Context: an optimization exercise on an open-source flow, tuned for small area, a short achievable clock period and few clock cycles per item. The choices shown serve that exercise and are no tape-out recipe. The RTL was checked by simulation tests, not by an equivalence proof against the original design.

==> 02-13 <==
Design spidrv_core, start of the top module:
module spidrv_core (
    input  wire        clk,
    input  wire        rst,
    input  wire        cfg_valid,
    output reg         cfg_ready,
    input  wire [31:0] cfg_in_min,
    input  wire [31:0] cfg_in_max,
    input  wire [31:0] cfg_out_min,
    input  wire [31:0] cfg_out_max,
    input  wire        cfg_little_endian,
    output reg         cfg_done,
    output reg  [2:0]  cfg_err,
    output reg  [31:0] cfg_scale,
    input  wire        s_valid,
    output reg         s_ready,
    input  wire [23:0] s_data,
    output reg         m_valid,
    input  wire        m_ready,
    output reg  [31:0] m_data
);
Settings: LEC_CHECK=0, CAP_MARGIN=20, CORE_MARGIN=2, CORE_UTILIZATION=55, SLEW_MARGIN=20; clock period 32.0 ns.
standard.sh (not shown) runs the stock make flow with config.mk's settings and CLKGATE_MAP_FILE= SYNTH_SCRIPT=/design/flow/synth_recipe.tcl, a recipe that flattens the netlist after the stock synthesis.
==> flow/flow/run.sh <==
#!/bin/bash
# Standard layout, with repair_timing asked to keep extra setup margin so that
# the critical paths are sized for speed, and the port buffers made with
# buf_1 cells (the clock and constraints are unchanged; every port is still
# buffered).
set -euo pipefail
bash standard.sh SETUP_SLACK_MARGIN=24.2 "BUFFER_PORTS_ARGS=-buffer_cell sky130_fd_sc_hd__buf_1" finish > standard_flow.log 2>&1
==> inputs of 03-06, as changes to 02-13 <==
--- a/flow/design.v
+++ b/flow/design.v
@@ -1771,11 +1771,10 @@
     reg [3:0]  dcnt;
     reg        mapper_ok;
     reg        little_endian;
     reg [31:0] bsub;                
     reg [31:0] out_min;
-    reg [30:0] scale_n;             
     reg [25:0] m3;                  
     reg [23:0] f0, f1;
     reg [7:0]  f0h;
     reg        wp, rp;
     reg [1:0]  fcnt;
@@ -1806,12 +1805,12 @@
     wire [22:0] m1_d;
     spidrv_int2f u_i2f (.mag(maga), .zero(z1_d), .e(ex1_d), .m(m1_d));
     wire        m3cyc = (state == S_M3);
     wire [23:0] mx = m3cyc ? 24'h60_0000 : {1'b1, m1};
     wire [47:0] P;
-    spidrv_fmul u_mul (.mx(mx), .ms({1'b1, ~scale_n[22:0]}), .m3(m3), .p(P));
-    wire [7:0]  es   = ~scale_n[30:23];
+    spidrv_fmul u_mul (.mx(mx), .ms({1'b1, cfg_scale[22:0]}), .m3(m3), .p(P));
+    wire [7:0]  es   = cfg_scale[30:23];
     wire [9:0]  shs  = 10'd284 - {2'd0, ex1} - {2'd0, es};
     wire [31:0] y;
     wire [22:0] rm3;
     wire        rc3;
     spidrv_f2i u_f2i (.ph(ph2), .pl(pl2), .zp(zp2), .ovf(ovf2), .big(big2),
@@ -1878,11 +1877,10 @@
             m3[24:0] <= {1'b1, m1};
         else if (state == S_DIV)
             m3[24:0] <= rem_n;
         if (state == S_RND) begin
             cfg_scale <= scale_r;
-            scale_n   <= ~scale_r[30:0];
         end
         if (rst) begin
             state     <= S_IDLE;
             dcnt      <= 4'd0;
             mapper_ok <= 1'b0;
Settings changed: CORE_UTILIZATION 55 to 65.
==> run notes <==
|  | 03-06 | 02-13 |
|---|---|---|
| Signal buf overhead | 9.50% | 5.38% |
| Sinks on the clock net | 337 | 368 |
| Met1 wire length | 51300 um | 56300 um |
| Mux cell area share after synthesis | 13.5% | 6.13% |
| Final non-filler cell area | 45900 um2 | 45200 um2 |
| Outcome | finished clean | finished clean |
| Worst reg2reg setup slack | 24280 ps | 24400 ps |
| Clk latency of the worst-skew pair | 580 ps | 620 ps |
| Number of clock buffers in the layout | 41 | 50 |
| Unique cell type count in the Yosys netlist | 99 | 108 |
| TritonCTS buffer count | 37 | 45 |
| Number of tap cells added at floorplan | 782 | 969 |
| Number of setup buffers added after CTS | 45 | 13 |
| Post-synthesis register bit count | 337 | 368 |
| Worst flop-to-flop path endpoint | ph2[24] | m3[17] |
| Fraction of the yosys area taken by sequential cells | 24.8% | 26.5% |
| Placed insts | 5265 | 5721 |
| Number of nets produced by synthesis | 5130 | 5427 |
Testbench counts of 02-13, summed over its fixed seeds: cycles 21,504, items 19,200.
Testbench counts of 03-06, summed over its fixed seeds: cycles 21,504, items 19,200.

==> inputs of 06-20 <==
Another version of the RTL of spidrv_core (not shown whole).
Settings: LEC_CHECK=0, CAP_MARGIN=20, CORE_MARGIN=2, CORE_UTILIZATION=40, SLEW_MARGIN=20; clock period 32.0 ns.
==> flow/flow/run.sh <==
#!/bin/bash
# Standard layout, with repair_timing asked to keep extra setup margin so that
# the critical paths are sized for speed, and the port buffers made with
# buf_1 cells (the clock and constraints are unchanged; every port is still
# buffered).
set -euo pipefail
bash standard.sh SETUP_SLACK_MARGIN=24.4 "BUFFER_PORTS_ARGS=-buffer_cell sky130_fd_sc_hd__buf_1" finish > standard_flow.log 2>&1
==> 04-03: changes against 06-20 <==
--- a/flow/design.v
+++ b/flow/design.v
@@ -2,16 +2,17 @@
     input  wire [31:0] a,
     input  wire [31:0] b,
     input  wire        uns,
     output wire [31:0] mag,
     output wire        neg
 );
-    wire [31:0] t  = a - b;
-    wire [31:0] tn = b - a;
+    wire [31:0] t;
+    wire        c0;
+    spidrv_add #(32, 5) u_t (.a(a), .b(~b), .ci(1'b1), .s(t), .co(c0));
     assign neg = ~uns & t[31];
-    assign mag = neg ? tn : t;
+    assign mag = (t ^ {32{neg}}) + {31'd0, neg};
 endmodule
 module spidrv_int2f (
     input  wire [31:0] mag,
     output wire        zero,
     output wire [7:0]  e,
     output wire [22:0] m
@@ -1642,13 +1643,14 @@
     assign fs789 = pp285 ^ pp309 ^ hc708;
     assign fc790 = (pp285 & pp309) | (hc708 & (pp285 ^ pp309));
     assign hs791 = pp286 ^ pp310;
     assign hc792 = pp286 & pp310;
     wire [47:0] ra = {pp312, pp311, hs791, fs789, fs787, fs785, fs783, fs781, fs779, fs777, fs775, fs773, fs771, fs769, fs767, fs765, fs763, fs761, fs759, fs757, fs755, fs753, fs751, fs749, fs747, fs745, fs743, fs741, fs739, fs737, fs735, fs733, fs731, fs729, fs727, fs725, fs723, fs721, fs719, fs717, fs715, fs713, fs711, hs709, pp4, pp3, pp2, pp1};
     wire [47:0] rb = {1'b0, hc792, fc790, fc788, fc786, fc784, fc782, fc780, fc778, fc776, fc774, fc772, fc770, fc768, fc766, fc764, fc762, fc760, fc758, fc756, fc754, fc752, fc750, fc748, fc746, fc744, fc742, fc740, fc738, fc736, fc734, fc732, fc730, fc728, fc726, fc724, fc722, fc720, fc718, fc716, fc714, fc712, hc710, pp53, pp28, pp27, 1'b0, 1'b0};
-    assign p = ra + rb;
+    wire co;
+    spidrv_add #(48, 6) u_cpa (.a(ra), .b(rb), .ci(1'b0), .s(p), .co(co));
 endmodule
 module spidrv_f2i (
     input  wire [25:0] ph,           
     input  wire        pl,           
     input  wire        zp,
     input  wire        ovf,
@@ -1666,25 +1668,28 @@
     assign      r    = {1'b0, mant} + {24'd0, g & (st | mant[0])};
     wire [6:0]  s    = {1'b0, sh} - {6'd0, p47};      
     wire [31:0] v    = {r, 7'd0} >> s[4:0];
     wire        oor  = ovf | s[6] | (~s[5] & v[31]);
     wire        zr   = big | s[5];
     wire [31:0] qq   = zp ? 32'd0 : oor ? 32'h8000_0000 : zr ? 32'd0 : v;
-    wire [32:0] sum  = {out_min, 1'b1} + {qq ^ {32{neg}}, neg};
-    assign y = sum[32:1];
+    wire        co;
+    spidrv_add #(32, 5) u_add (.a(out_min), .b(qq ^ {32{neg}}), .ci(neg), .s(y), .co(co));
 endmodule
 module spidrv_newmapper (
     input  wire [24:0] rem,         
     input  wire [23:0] den,         
     output wire [1:0]  qb,          
     output wire [24:0] rem_n
 );
-    wire [25:0] d1 = {1'b0, rem} - {2'b00, den};
+    wire [25:0] d1;
+    wire        c1, c2;
+    spidrv_add #(26, 5) u_d1 (.a({1'b0, rem}), .b(~{2'b00, den}), .ci(1'b1), .s(d1), .co(c1));
     assign qb[1]   = ~d1[25];
     wire [23:0] r1 = qb[1] ? d1[23:0] : rem[23:0];
-    wire [25:0] d2 = {1'b0, r1, 1'b0} - {2'b00, den};
+    wire [25:0] d2;
+    spidrv_add #(26, 5) u_d2 (.a({1'b0, r1, 1'b0}), .b(~{2'b00, den}), .ci(1'b1), .s(d2), .co(c2));
     assign qb[0]   = ~d2[25];
     wire [23:0] r2 = qb[0] ? d2[23:0] : {r1[22:0], 1'b0};
     assign rem_n   = {r2, 1'b0};
 endmodule
 module spidrv_remap (
     input  wire [23:0] f,
@@ -1693,12 +1698,53 @@
     input  wire        cfgm,
     output wire [31:0] a
 );
     assign a[23:0]  = (le | cfgm) ? f : {f[7:0], f[15:8], f[23:16]};
     assign a[31:24] = cfgm ? fh : {8{a[23]}};
 endmodule
+module spidrv_add #(parameter W = 32, parameter L = 5) (    
+    input  wire [W-1:0] a,
+    input  wire [W-1:0] b,
+    input  wire         ci,
+    output wire [W-1:0] s,
+    output wire         co
+);
+    localparam NS = 2 * L;
+    wire [W-1:0] hp = a ^ b;
+    wire [(NS+1)*W-1:0] G, P;
+    assign G[W-1:0] = {a[W-1:1] & b[W-1:1], (a[0] & b[0]) | (hp[0] & ci)};
+    assign P[W-1:0] = hp;
+    genvar l, i;
+    generate
+        for (l = 0; l < L; l = l + 1) begin : up
+            for (i = 0; i < W; i = i + 1) begin : b
+                if ((i % (2 << l)) == (2 << l) - 1) begin : op
+                    assign G[(l+1)*W+i] = G[l*W+i] | (P[l*W+i] & G[l*W+i-(1<<l)]);
+                    assign P[(l+1)*W+i] = P[l*W+i] & P[l*W+i-(1<<l)];
+                end else begin : pass
+                    assign G[(l+1)*W+i] = G[l*W+i];
+                    assign P[(l+1)*W+i] = P[l*W+i];
+                end
+            end
+        end
+        for (l = L - 2; l >= 0; l = l - 1) begin : dn
+            for (i = 0; i < W; i = i + 1) begin : b
+                if (i >= (3 << l) - 1 && ((i + 1 - (3 << l)) % (2 << l)) == 0) begin : op
+                    assign G[(2*L-1-l)*W+i] = G[(2*L-2-l)*W+i] | (P[(2*L-2-l)*W+i] & G[(2*L-2-l)*W+i-(1<<l)]);
+                    assign P[(2*L-1-l)*W+i] = P[(2*L-2-l)*W+i] & P[(2*L-2-l)*W+i-(1<<l)];
+                end else begin : pass
+                    assign G[(2*L-1-l)*W+i] = G[(2*L-2-l)*W+i];
+                    assign P[(2*L-1-l)*W+i] = P[(2*L-2-l)*W+i];
+                end
+            end
+        end
+    endgenerate
+    wire [W-1:0] c = G[(NS-1)*W +: W];           
+    assign s  = hp ^ {c[W-2:0], ci};
+    assign co = c[W-1];
+endmodule
 module spidrv_core (
     input  wire        clk,
     input  wire        rst,
     input  wire        cfg_valid,
     output reg         cfg_ready,
     input  wire [31:0] cfg_in_min,
@@ -1734,15 +1780,16 @@
     reg        v1, z1, n1;
     reg [7:0]  ex1;
     reg [22:0] m1;
     reg        v2, zp2, ovf2, big2, n2, pl2;
     reg [25:0] ph2;
     reg [5:0]  sh2;
-    reg [24:0] rem;
-    reg [7:0]  e_num;
-    reg        num_zero, err3, err4;
+    wire [24:0] rem      = m3[24:0];
+    wire [7:0]  e_num    = f1[7:0];
+    wire        num_zero = f1[8];
+    reg         err3, err4;
     wire idle   = (state == S_IDLE);
     wire cfga   = (state == S_C1) | (state == S_C2);     
     wire cfgb   = (state == S_C2) | (state == S_C3);     
     wire cstart = idle & cfg_valid;
     wire [23:0] head = rp ? f1 : f0;
     wire [31:0] opa;
@@ -1778,13 +1825,15 @@
         if (cstart | (state == S_C1)) begin
             f0  <= (state == S_C1) ? cfg_in_max[23:0]  : cfg_out_max[23:0];
             f0h <= (state == S_C1) ? cfg_in_max[31:24] : cfg_out_max[31:24];
         end else if (s_ready & ~wp) begin
             f0 <= s_data;
         end
-        if (s_ready & wp)
+        if (state == S_C3)
+            f1[8:0] <= {z1, ex1};
+        else if (s_ready & wp)
             f1 <= s_data;
         if (cstart)
             bsub <= cfg_out_min;
         if (state == S_C1) begin
             bsub          <= cfg_in_min;
             out_min       <= cfg_out_min;
@@ -1817,19 +1866,16 @@
             sh2  <= shs[5:0];
             n2   <= n1;
             m_data <= y;
         end
         if (m3cyc)
             m3 <= P[46:21];
-        if (state == S_C3) begin
-            rem      <= {1'b1, m1};
-            e_num    <= ex1;
-            num_zero <= z1;
-        end else if (state == S_DIV) begin
-            rem       <= rem_n;
-        end
+        else if (state == S_C3)
+            m3[24:0] <= {1'b1, m1};
+        else if (state == S_DIV)
+            m3[24:0] <= rem_n;
         if (state == S_RND) begin
             cfg_scale <= scale_r;
         end
         if (rst) begin
             state     <= S_IDLE;
             dcnt      <= 4'd0;
==> flow/flow/run.sh (replaced) <==
#!/bin/bash
# Standard layout, with repair_timing asked to keep extra setup margin so that
# the critical paths are sized for speed, and the port buffers made with
# buf_1 cells (the clock and constraints are unchanged; every port is still
# buffered).
set -euo pipefail
bash standard.sh SETUP_SLACK_MARGIN=24.2 "BUFFER_PORTS_ARGS=-buffer_cell sky130_fd_sc_hd__buf_1" finish > standard_flow.log 2>&1
--- a/flow/config.mk
+++ b/flow/config.mk
@@ -4,8 +4,8 @@
 export VERILOG_FILES = /design/flow/design.v
 export SDC_FILE = /design/flow/constraint.sdc
 export NUM_CORES = 4
 export LEC_CHECK = 0
 export CAP_MARGIN = 20
 export CORE_MARGIN = 2
-export CORE_UTILIZATION = 40
+export CORE_UTILIZATION = 55
 export SLEW_MARGIN = 20
==> 05-02: changes against 06-20 <==
--- a/flow/design.v
+++ b/flow/design.v
@@ -1653,20 +1653,19 @@
     input  wire        zp,
     input  wire        ovf,
     input  wire        big,
     input  wire [5:0]  sh,
     input  wire        neg,
     input  wire [31:0] out_min,
-    output wire [31:0] y,
-    output wire [24:0] r             
+    output wire [31:0] y
 );
     wire        p47  = ph[25];
     wire [23:0] mant = p47 ? ph[25:2] : ph[24:1];
     wire        g    = p47 ? ph[1] : ph[0];
     wire        st   = p47 ? (ph[0] | pl) : pl;
-    assign      r    = {1'b0, mant} + {24'd0, g & (st | mant[0])};
+    wire [24:0] r    = {1'b0, mant} + {24'd0, g & (st | mant[0])};
     wire [6:0]  s    = {1'b0, sh} - {6'd0, p47};      
     wire [31:0] v    = {r, 7'd0} >> s[4:0];
     wire        oor  = ovf | s[6] | (~s[5] & v[31]);
     wire        zr   = big | s[5];
     wire [31:0] qq   = zp ? 32'd0 : oor ? 32'h8000_0000 : zr ? 32'd0 : v;
     wire [32:0] sum  = {out_min, 1'b1} + {qq ^ {32{neg}}, neg};
@@ -1683,12 +1682,27 @@
     wire [23:0] r1 = qb[1] ? d1[23:0] : rem[23:0];
     wire [25:0] d2 = {1'b0, r1, 1'b0} - {2'b00, den};
     assign qb[0]   = ~d2[25];
     wire [23:0] r2 = qb[0] ? d2[23:0] : {r1[22:0], 1'b0};
     assign rem_n   = {r2, 1'b0};
 endmodule
+module spidrv_qround (
+    input  wire [25:0] quo,
+    input  wire        rem_nz,
+    input  wire [7:0]  e_num,
+    input  wire [7:0]  e_den,
+    input  wire        num_zero,
+    output wire [31:0] scale
+);
+    wire [23:0] mant = quo[25] ? quo[25:2] : quo[24:1];
+    wire        g    = quo[25] ? quo[1] : quo[0];
+    wire        st   = quo[25] ? (quo[0] | rem_nz) : rem_nz;
+    wire [24:0] mr   = {1'b0, mant} + {24'd0, g & (st | mant[0])};
+    wire [7:0]  ex   = e_num - e_den + 8'd126 + {7'd0, quo[25]} + {7'd0, mr[24]};
+    assign scale = num_zero ? 32'd0 : {1'b0, ex, mr[22:0]};
+endmodule
 module spidrv_remap (
     input  wire [23:0] f,
     input  wire [7:0]  fh,
     input  wire        le,
     input  wire        cfgm,
     output wire [31:0] a
@@ -1758,20 +1772,21 @@
     wire [23:0] mx = m3cyc ? 24'h60_0000 : {1'b1, m1};
     wire [47:0] P;
     spidrv_fmul u_mul (.mx(mx), .ms({1'b1, cfg_scale[22:0]}), .m3(m3), .p(P));
     wire [7:0]  es   = cfg_scale[30:23];
     wire [9:0]  shs  = 10'd284 - {2'd0, ex1} - {2'd0, es};
     wire [31:0] y;
-    wire [24:0] r3;
     spidrv_f2i u_f2i (.ph(ph2), .pl(pl2), .zp(zp2), .ovf(ovf2), .big(big2),
-                      .sh(sh2), .neg(n2), .out_min(out_min), .y(y), .r(r3));
+                      .sh(sh2), .neg(n2), .out_min(out_min), .y(y));
     wire [1:0]  qb;
     wire [24:0] rem_n;
     spidrv_newmapper u_div (.rem(rem), .den({1'b1, m1}), .qb(qb), .rem_n(rem_n));
-    wire [7:0]  es_q    = e_num - ex1 + 8'd126 + {7'd0, ph2[25]} + {7'd0, r3[24]};
-    wire [31:0] scale_r = num_zero ? 32'd0 : {1'b0, es_q, r3[22:0]};
+    wire [31:0] scale_r;
+    spidrv_qround u_qr (.quo(cfg_scale[25:0]), .rem_nz(rem != 25'd0),
+                        .e_num(e_num), .e_den(ex1), .num_zero(num_zero),
+                        .scale(scale_r));
     wire en   = ~m_valid | m_ready;
     wire push = s_valid & s_ready;
     wire pop  = en & (fcnt != 2'd0);
     wire [1:0] fcnt_n = fcnt + {1'b0, push} - {1'b0, pop};
     wire cerr = err3 | err4 | z1;
     always @(posedge clk) begin
@@ -1800,20 +1815,15 @@
         if (idle ? en : cfgb) begin
             z1  <= z1_d;
             n1  <= na;
             ex1 <= ex1_d;
             m1  <= m1_d;
         end
-        if (state == S_DIV) begin
-            ph2  <= {ph2[23:0], qb};
-            pl2  <= rem_n != 25'd0;
-        end else if (en) begin
+        if (en) begin
             ph2  <= P[47:22];
             pl2  <= |P[21:0];
-        end
-        if (en) begin
             zp2  <= z1 | (es == 8'd0);
             ovf2 <= shs[9];
             big2 <= ~shs[9] & (shs[8:0] > 9'd32);
             sh2  <= shs[5:0];
             n2   <= n1;
             m_data <= y;
@@ -1823,14 +1833,14 @@
         if (state == S_C3) begin
             rem      <= {1'b1, m1};
             e_num    <= ex1;
             num_zero <= z1;
         end else if (state == S_DIV) begin
             rem       <= rem_n;
-        end
-        if (state == S_RND) begin
+            cfg_scale <= {cfg_scale[29:0], qb};
+        end else if (state == S_RND) begin
             cfg_scale <= scale_r;
         end
         if (rst) begin
             state     <= S_IDLE;
             dcnt      <= 4'd0;
             mapper_ok <= 1'b0;
@@ -1853,13 +1863,13 @@
                 v2      <= v1;
                 m_valid <= v2;
             end
             fcnt <= fcnt_n;
             if (push) wp <= ~wp;
             if (pop)  rp <= ~rp;
-            s_ready <= mapper_ok & (idle | m3cyc) & ~cfg_valid & (fcnt_n != 2'd2);
+            s_ready <= mapper_ok & idle & ~cfg_valid & (fcnt_n != 2'd2);
             case (state)
                 S_IDLE: begin
                     dcnt <= 4'd0;
                     if (cfg_valid) begin
                         state     <= S_C1;
                         mapper_ok <= 1'b0;
@@ -1883,19 +1893,19 @@
                         cfg_done <= 1'b1;
                         cfg_err  <= err3 ? 3'd3 : err4 ? 3'd4 : 3'd5;
                     end else if (dcnt == 4'd12) begin
                         state <= S_RND;
                     end
                 end
-                S_RND: begin
-                    state     <= S_M3;
+                S_RND: state <= S_M3;
+                S_M3: begin
+                    state     <= S_IDLE;
                     cfg_done  <= 1'b1;
                     cfg_err   <= 3'd0;
                     mapper_ok <= 1'b1;
                     s_ready   <= 1'b1;
                 end
-                S_M3: state <= S_IDLE;
                 default: state <= S_IDLE;
             endcase
         end
     end
 endmodule
==> flow/flow/run.sh (replaced) <==
#!/bin/bash
# Standard layout, with repair_timing asked to keep extra setup margin so that
# the critical paths are sized for speed (the clock and constraints are unchanged).
set -euo pipefail
bash standard.sh SETUP_SLACK_MARGIN=26 finish > standard_flow.log 2>&1
==> 09-18: changes against 06-20 <==
--- a/flow/design.v
+++ b/flow/design.v
@@ -2,16 +2,17 @@
     input  wire [31:0] a,
     input  wire [31:0] b,
     input  wire        uns,
     output wire [31:0] mag,
     output wire        neg
 );
-    wire [31:0] t  = a - b;
-    wire [31:0] tn = b - a;
+    wire [31:0] t;
+    wire        c0;
+    spidrv_add #(32, 5) u_t (.a(a), .b(~b), .ci(1'b1), .s(t), .co(c0));
     assign neg = ~uns & t[31];
-    assign mag = neg ? tn : t;
+    assign mag = (t ^ {32{neg}}) + {31'd0, neg};
 endmodule
 module spidrv_int2f (
     input  wire [31:0] mag,
     output wire        zero,
     output wire [7:0]  e,
     output wire [22:0] m
@@ -1642,13 +1643,14 @@
     assign fs789 = pp285 ^ pp309 ^ hc708;
     assign fc790 = (pp285 & pp309) | (hc708 & (pp285 ^ pp309));
     assign hs791 = pp286 ^ pp310;
     assign hc792 = pp286 & pp310;
     wire [47:0] ra = {pp312, pp311, hs791, fs789, fs787, fs785, fs783, fs781, fs779, fs777, fs775, fs773, fs771, fs769, fs767, fs765, fs763, fs761, fs759, fs757, fs755, fs753, fs751, fs749, fs747, fs745, fs743, fs741, fs739, fs737, fs735, fs733, fs731, fs729, fs727, fs725, fs723, fs721, fs719, fs717, fs715, fs713, fs711, hs709, pp4, pp3, pp2, pp1};
     wire [47:0] rb = {1'b0, hc792, fc790, fc788, fc786, fc784, fc782, fc780, fc778, fc776, fc774, fc772, fc770, fc768, fc766, fc764, fc762, fc760, fc758, fc756, fc754, fc752, fc750, fc748, fc746, fc744, fc742, fc740, fc738, fc736, fc734, fc732, fc730, fc728, fc726, fc724, fc722, fc720, fc718, fc716, fc714, fc712, hc710, pp53, pp28, pp27, 1'b0, 1'b0};
-    assign p = ra + rb;
+    wire co;
+    spidrv_add #(48, 6) u_cpa (.a(ra), .b(rb), .ci(1'b0), .s(p), .co(co));
 endmodule
 module spidrv_f2i (
     input  wire [25:0] ph,           
     input  wire        pl,           
     input  wire        zp,
     input  wire        ovf,
@@ -1666,25 +1668,28 @@
     assign      r    = {1'b0, mant} + {24'd0, g & (st | mant[0])};
     wire [6:0]  s    = {1'b0, sh} - {6'd0, p47};      
     wire [31:0] v    = {r, 7'd0} >> s[4:0];
     wire        oor  = ovf | s[6] | (~s[5] & v[31]);
     wire        zr   = big | s[5];
     wire [31:0] qq   = zp ? 32'd0 : oor ? 32'h8000_0000 : zr ? 32'd0 : v;
-    wire [32:0] sum  = {out_min, 1'b1} + {qq ^ {32{neg}}, neg};
-    assign y = sum[32:1];
+    wire        co;
+    spidrv_add #(32, 5) u_add (.a(out_min), .b(qq ^ {32{neg}}), .ci(neg), .s(y), .co(co));
 endmodule
 module spidrv_newmapper (
     input  wire [24:0] rem,         
     input  wire [23:0] den,         
     output wire [1:0]  qb,          
     output wire [24:0] rem_n
 );
-    wire [25:0] d1 = {1'b0, rem} - {2'b00, den};
+    wire [25:0] d1;
+    wire        c1, c2;
+    spidrv_add #(26, 5) u_d1 (.a({1'b0, rem}), .b(~{2'b00, den}), .ci(1'b1), .s(d1), .co(c1));
     assign qb[1]   = ~d1[25];
     wire [23:0] r1 = qb[1] ? d1[23:0] : rem[23:0];
-    wire [25:0] d2 = {1'b0, r1, 1'b0} - {2'b00, den};
+    wire [25:0] d2;
+    spidrv_add #(26, 5) u_d2 (.a({1'b0, r1, 1'b0}), .b(~{2'b00, den}), .ci(1'b1), .s(d2), .co(c2));
     assign qb[0]   = ~d2[25];
     wire [23:0] r2 = qb[0] ? d2[23:0] : {r1[22:0], 1'b0};
     assign rem_n   = {r2, 1'b0};
 endmodule
 module spidrv_remap (
     input  wire [23:0] f,
@@ -1693,12 +1698,53 @@
     input  wire        cfgm,
     output wire [31:0] a
 );
     assign a[23:0]  = (le | cfgm) ? f : {f[7:0], f[15:8], f[23:16]};
     assign a[31:24] = cfgm ? fh : {8{a[23]}};
 endmodule
+module spidrv_add #(parameter W = 32, parameter L = 5) (    
+    input  wire [W-1:0] a,
+    input  wire [W-1:0] b,
+    input  wire         ci,
+    output wire [W-1:0] s,
+    output wire         co
+);
+    localparam NS = 2 * L;
+    wire [W-1:0] hp = a ^ b;
+    wire [(NS+1)*W-1:0] G, P;
+    assign G[W-1:0] = {a[W-1:1] & b[W-1:1], (a[0] & b[0]) | (hp[0] & ci)};
+    assign P[W-1:0] = hp;
+    genvar l, i;
+    generate
+        for (l = 0; l < L; l = l + 1) begin : up
+            for (i = 0; i < W; i = i + 1) begin : b
+                if ((i % (2 << l)) == (2 << l) - 1) begin : op
+                    assign G[(l+1)*W+i] = G[l*W+i] | (P[l*W+i] & G[l*W+i-(1<<l)]);
+                    assign P[(l+1)*W+i] = P[l*W+i] & P[l*W+i-(1<<l)];
+                end else begin : pass
+                    assign G[(l+1)*W+i] = G[l*W+i];
+                    assign P[(l+1)*W+i] = P[l*W+i];
+                end
+            end
+        end
+        for (l = L - 2; l >= 0; l = l - 1) begin : dn
+            for (i = 0; i < W; i = i + 1) begin : b
+                if (i >= (3 << l) - 1 && ((i + 1 - (3 << l)) % (2 << l)) == 0) begin : op
+                    assign G[(2*L-1-l)*W+i] = G[(2*L-2-l)*W+i] | (P[(2*L-2-l)*W+i] & G[(2*L-2-l)*W+i-(1<<l)]);
+                    assign P[(2*L-1-l)*W+i] = P[(2*L-2-l)*W+i] & P[(2*L-2-l)*W+i-(1<<l)];
+                end else begin : pass
+                    assign G[(2*L-1-l)*W+i] = G[(2*L-2-l)*W+i];
+                    assign P[(2*L-1-l)*W+i] = P[(2*L-2-l)*W+i];
+                end
+            end
+        end
+    endgenerate
+    wire [W-1:0] c = G[(NS-1)*W +: W];           
+    assign s  = hp ^ {c[W-2:0], ci};
+    assign co = c[W-1];
+endmodule
 module spidrv_core (
     input  wire        clk,
     input  wire        rst,
     input  wire        cfg_valid,
     output reg         cfg_ready,
     input  wire [31:0] cfg_in_min,
@@ -1734,15 +1780,16 @@
     reg        v1, z1, n1;
     reg [7:0]  ex1;
     reg [22:0] m1;
     reg        v2, zp2, ovf2, big2, n2, pl2;
     reg [25:0] ph2;
     reg [5:0]  sh2;
-    reg [24:0] rem;
-    reg [7:0]  e_num;
-    reg        num_zero, err3, err4;
+    wire [24:0] rem      = m3[24:0];
+    wire [7:0]  e_num    = f1[7:0];
+    wire        num_zero = f1[8];
+    reg         err3, err4;
     wire idle   = (state == S_IDLE);
     wire cfga   = (state == S_C1) | (state == S_C2);     
     wire cfgb   = (state == S_C2) | (state == S_C3);     
     wire cstart = idle & cfg_valid;
     wire [23:0] head = rp ? f1 : f0;
     wire [31:0] opa;
@@ -1778,13 +1825,15 @@
         if (cstart | (state == S_C1)) begin
             f0  <= (state == S_C1) ? cfg_in_max[23:0]  : cfg_out_max[23:0];
             f0h <= (state == S_C1) ? cfg_in_max[31:24] : cfg_out_max[31:24];
         end else if (s_ready & ~wp) begin
             f0 <= s_data;
         end
-        if (s_ready & wp)
+        if (state == S_C3)
+            f1[8:0] <= {z1, ex1};
+        else if (s_ready & wp)
             f1 <= s_data;
         if (cstart)
             bsub <= cfg_out_min;
         if (state == S_C1) begin
             bsub          <= cfg_in_min;
             out_min       <= cfg_out_min;
@@ -1817,19 +1866,16 @@
             sh2  <= shs[5:0];
             n2   <= n1;
             m_data <= y;
         end
         if (m3cyc)
             m3 <= P[46:21];
-        if (state == S_C3) begin
-            rem      <= {1'b1, m1};
-            e_num    <= ex1;
-            num_zero <= z1;
-        end else if (state == S_DIV) begin
-            rem       <= rem_n;
-        end
+        else if (state == S_C3)
+            m3[24:0] <= {1'b1, m1};
+        else if (state == S_DIV)
+            m3[24:0] <= rem_n;
         if (state == S_RND) begin
             cfg_scale <= scale_r;
         end
         if (rst) begin
             state     <= S_IDLE;
             dcnt      <= 4'd0;
==> metrics.yaml <==
finalNonFillerCells: 5785
crit_family: "buffers and inverters"
status: "no timing/DRC/antenna violations"
post-place-ws_ps: 22340
placement.io_buffers: 227
[end of results for 04-03]
==> metrics.yaml <==
finalNonFillerCells: 6277
status: "no timing/DRC/antenna violations"
drive_gt1_share_pct: 15.31
m1WireLength_um: 60150
placement.io_buffers: 227
highest_layer: "met5"
crit_family: "flip-flops"
min-delay-path-class: "reg -> reg"
[end of results for 09-18]
==> metrics.yaml <==
status: "no timing/DRC/antenna violations"
placement.io_buffers: 227
worst-r2r-setup-slack_ps: 24610
crit_family: "flip-flops"
finalNonFillerCells: 6730
post-place-ws_ps: 23070
final_cell_mix: "523 x nand2_1, 496 x nor2_1, 450 x inv_1"
seq_area_share_pct: 21.77
[end of results for 06-20]
==> metrics.yaml <==
crit_family: "simple AND/OR/NAND/NOR gates"
status: "no timing/DRC/antenna violations"
finalNonFillerCells: 7103
post-place-ws_ps: 22380
synth_area_um2: 43840
final_core_util_pct: 53.07
dp.cells: 6532
r2r_start: "cfg_scale[20]"
fillers: 9746
[end of results for 05-02]
Testbench counts of 06-20, summed over its fixed seeds: cycles 21,504, items 19,200.
Testbench counts of 04-03, summed over its fixed seeds: cycles 21,504, items 19,200.
Testbench counts of 05-02, summed over its fixed seeds: cycles 21,600, items 19,200.
Testbench counts of 09-18, summed over its fixed seeds: cycles 21,504, items 19,200.

## static timing again, ports no longer ideal
In the flow no input, the clock included, has a driving cell. The finished layouts below were timed again as built, in two steps.
Step 1, drivers: a clkbuf_16 drives clk and a buf_2 each remaining input, both assumed.
Step 2 adds t to the input delays and takes it off the output delays; t is the mean of the earliest and latest rising clock arrival at the registers after step 1. Input paths then give back, and output paths get back, about the clock's delay inside the block.
Three values: ideal, step 1, step 2; two values: the first two.
run	t, ns	setup slack, ns	worst data-port slew with drivers (ns)	pins driven straight from the clock port
02-13	0.656	24.360 / 24.292 / 23.719	0.08	1
03-06	0.631	24.203 / 24.143 / 23.638	0.06	1
06-20	0.666	24.235 / 24.166 / 23.843	0.06	1
04-03	0.636	24.240 / 24.181 / 23.733	0.06	1
05-02	0.657	24.157 / 24.147 / 23.534	0.23	1
09-18	0.631	24.254 / 24.192 / 23.880	0.07	1
After both steps every run listed still meets setup and hold. For 02-13, which loses most, drivers alone change the setup slack by -0.068 ns; drivers and shift together by -0.641 ns.
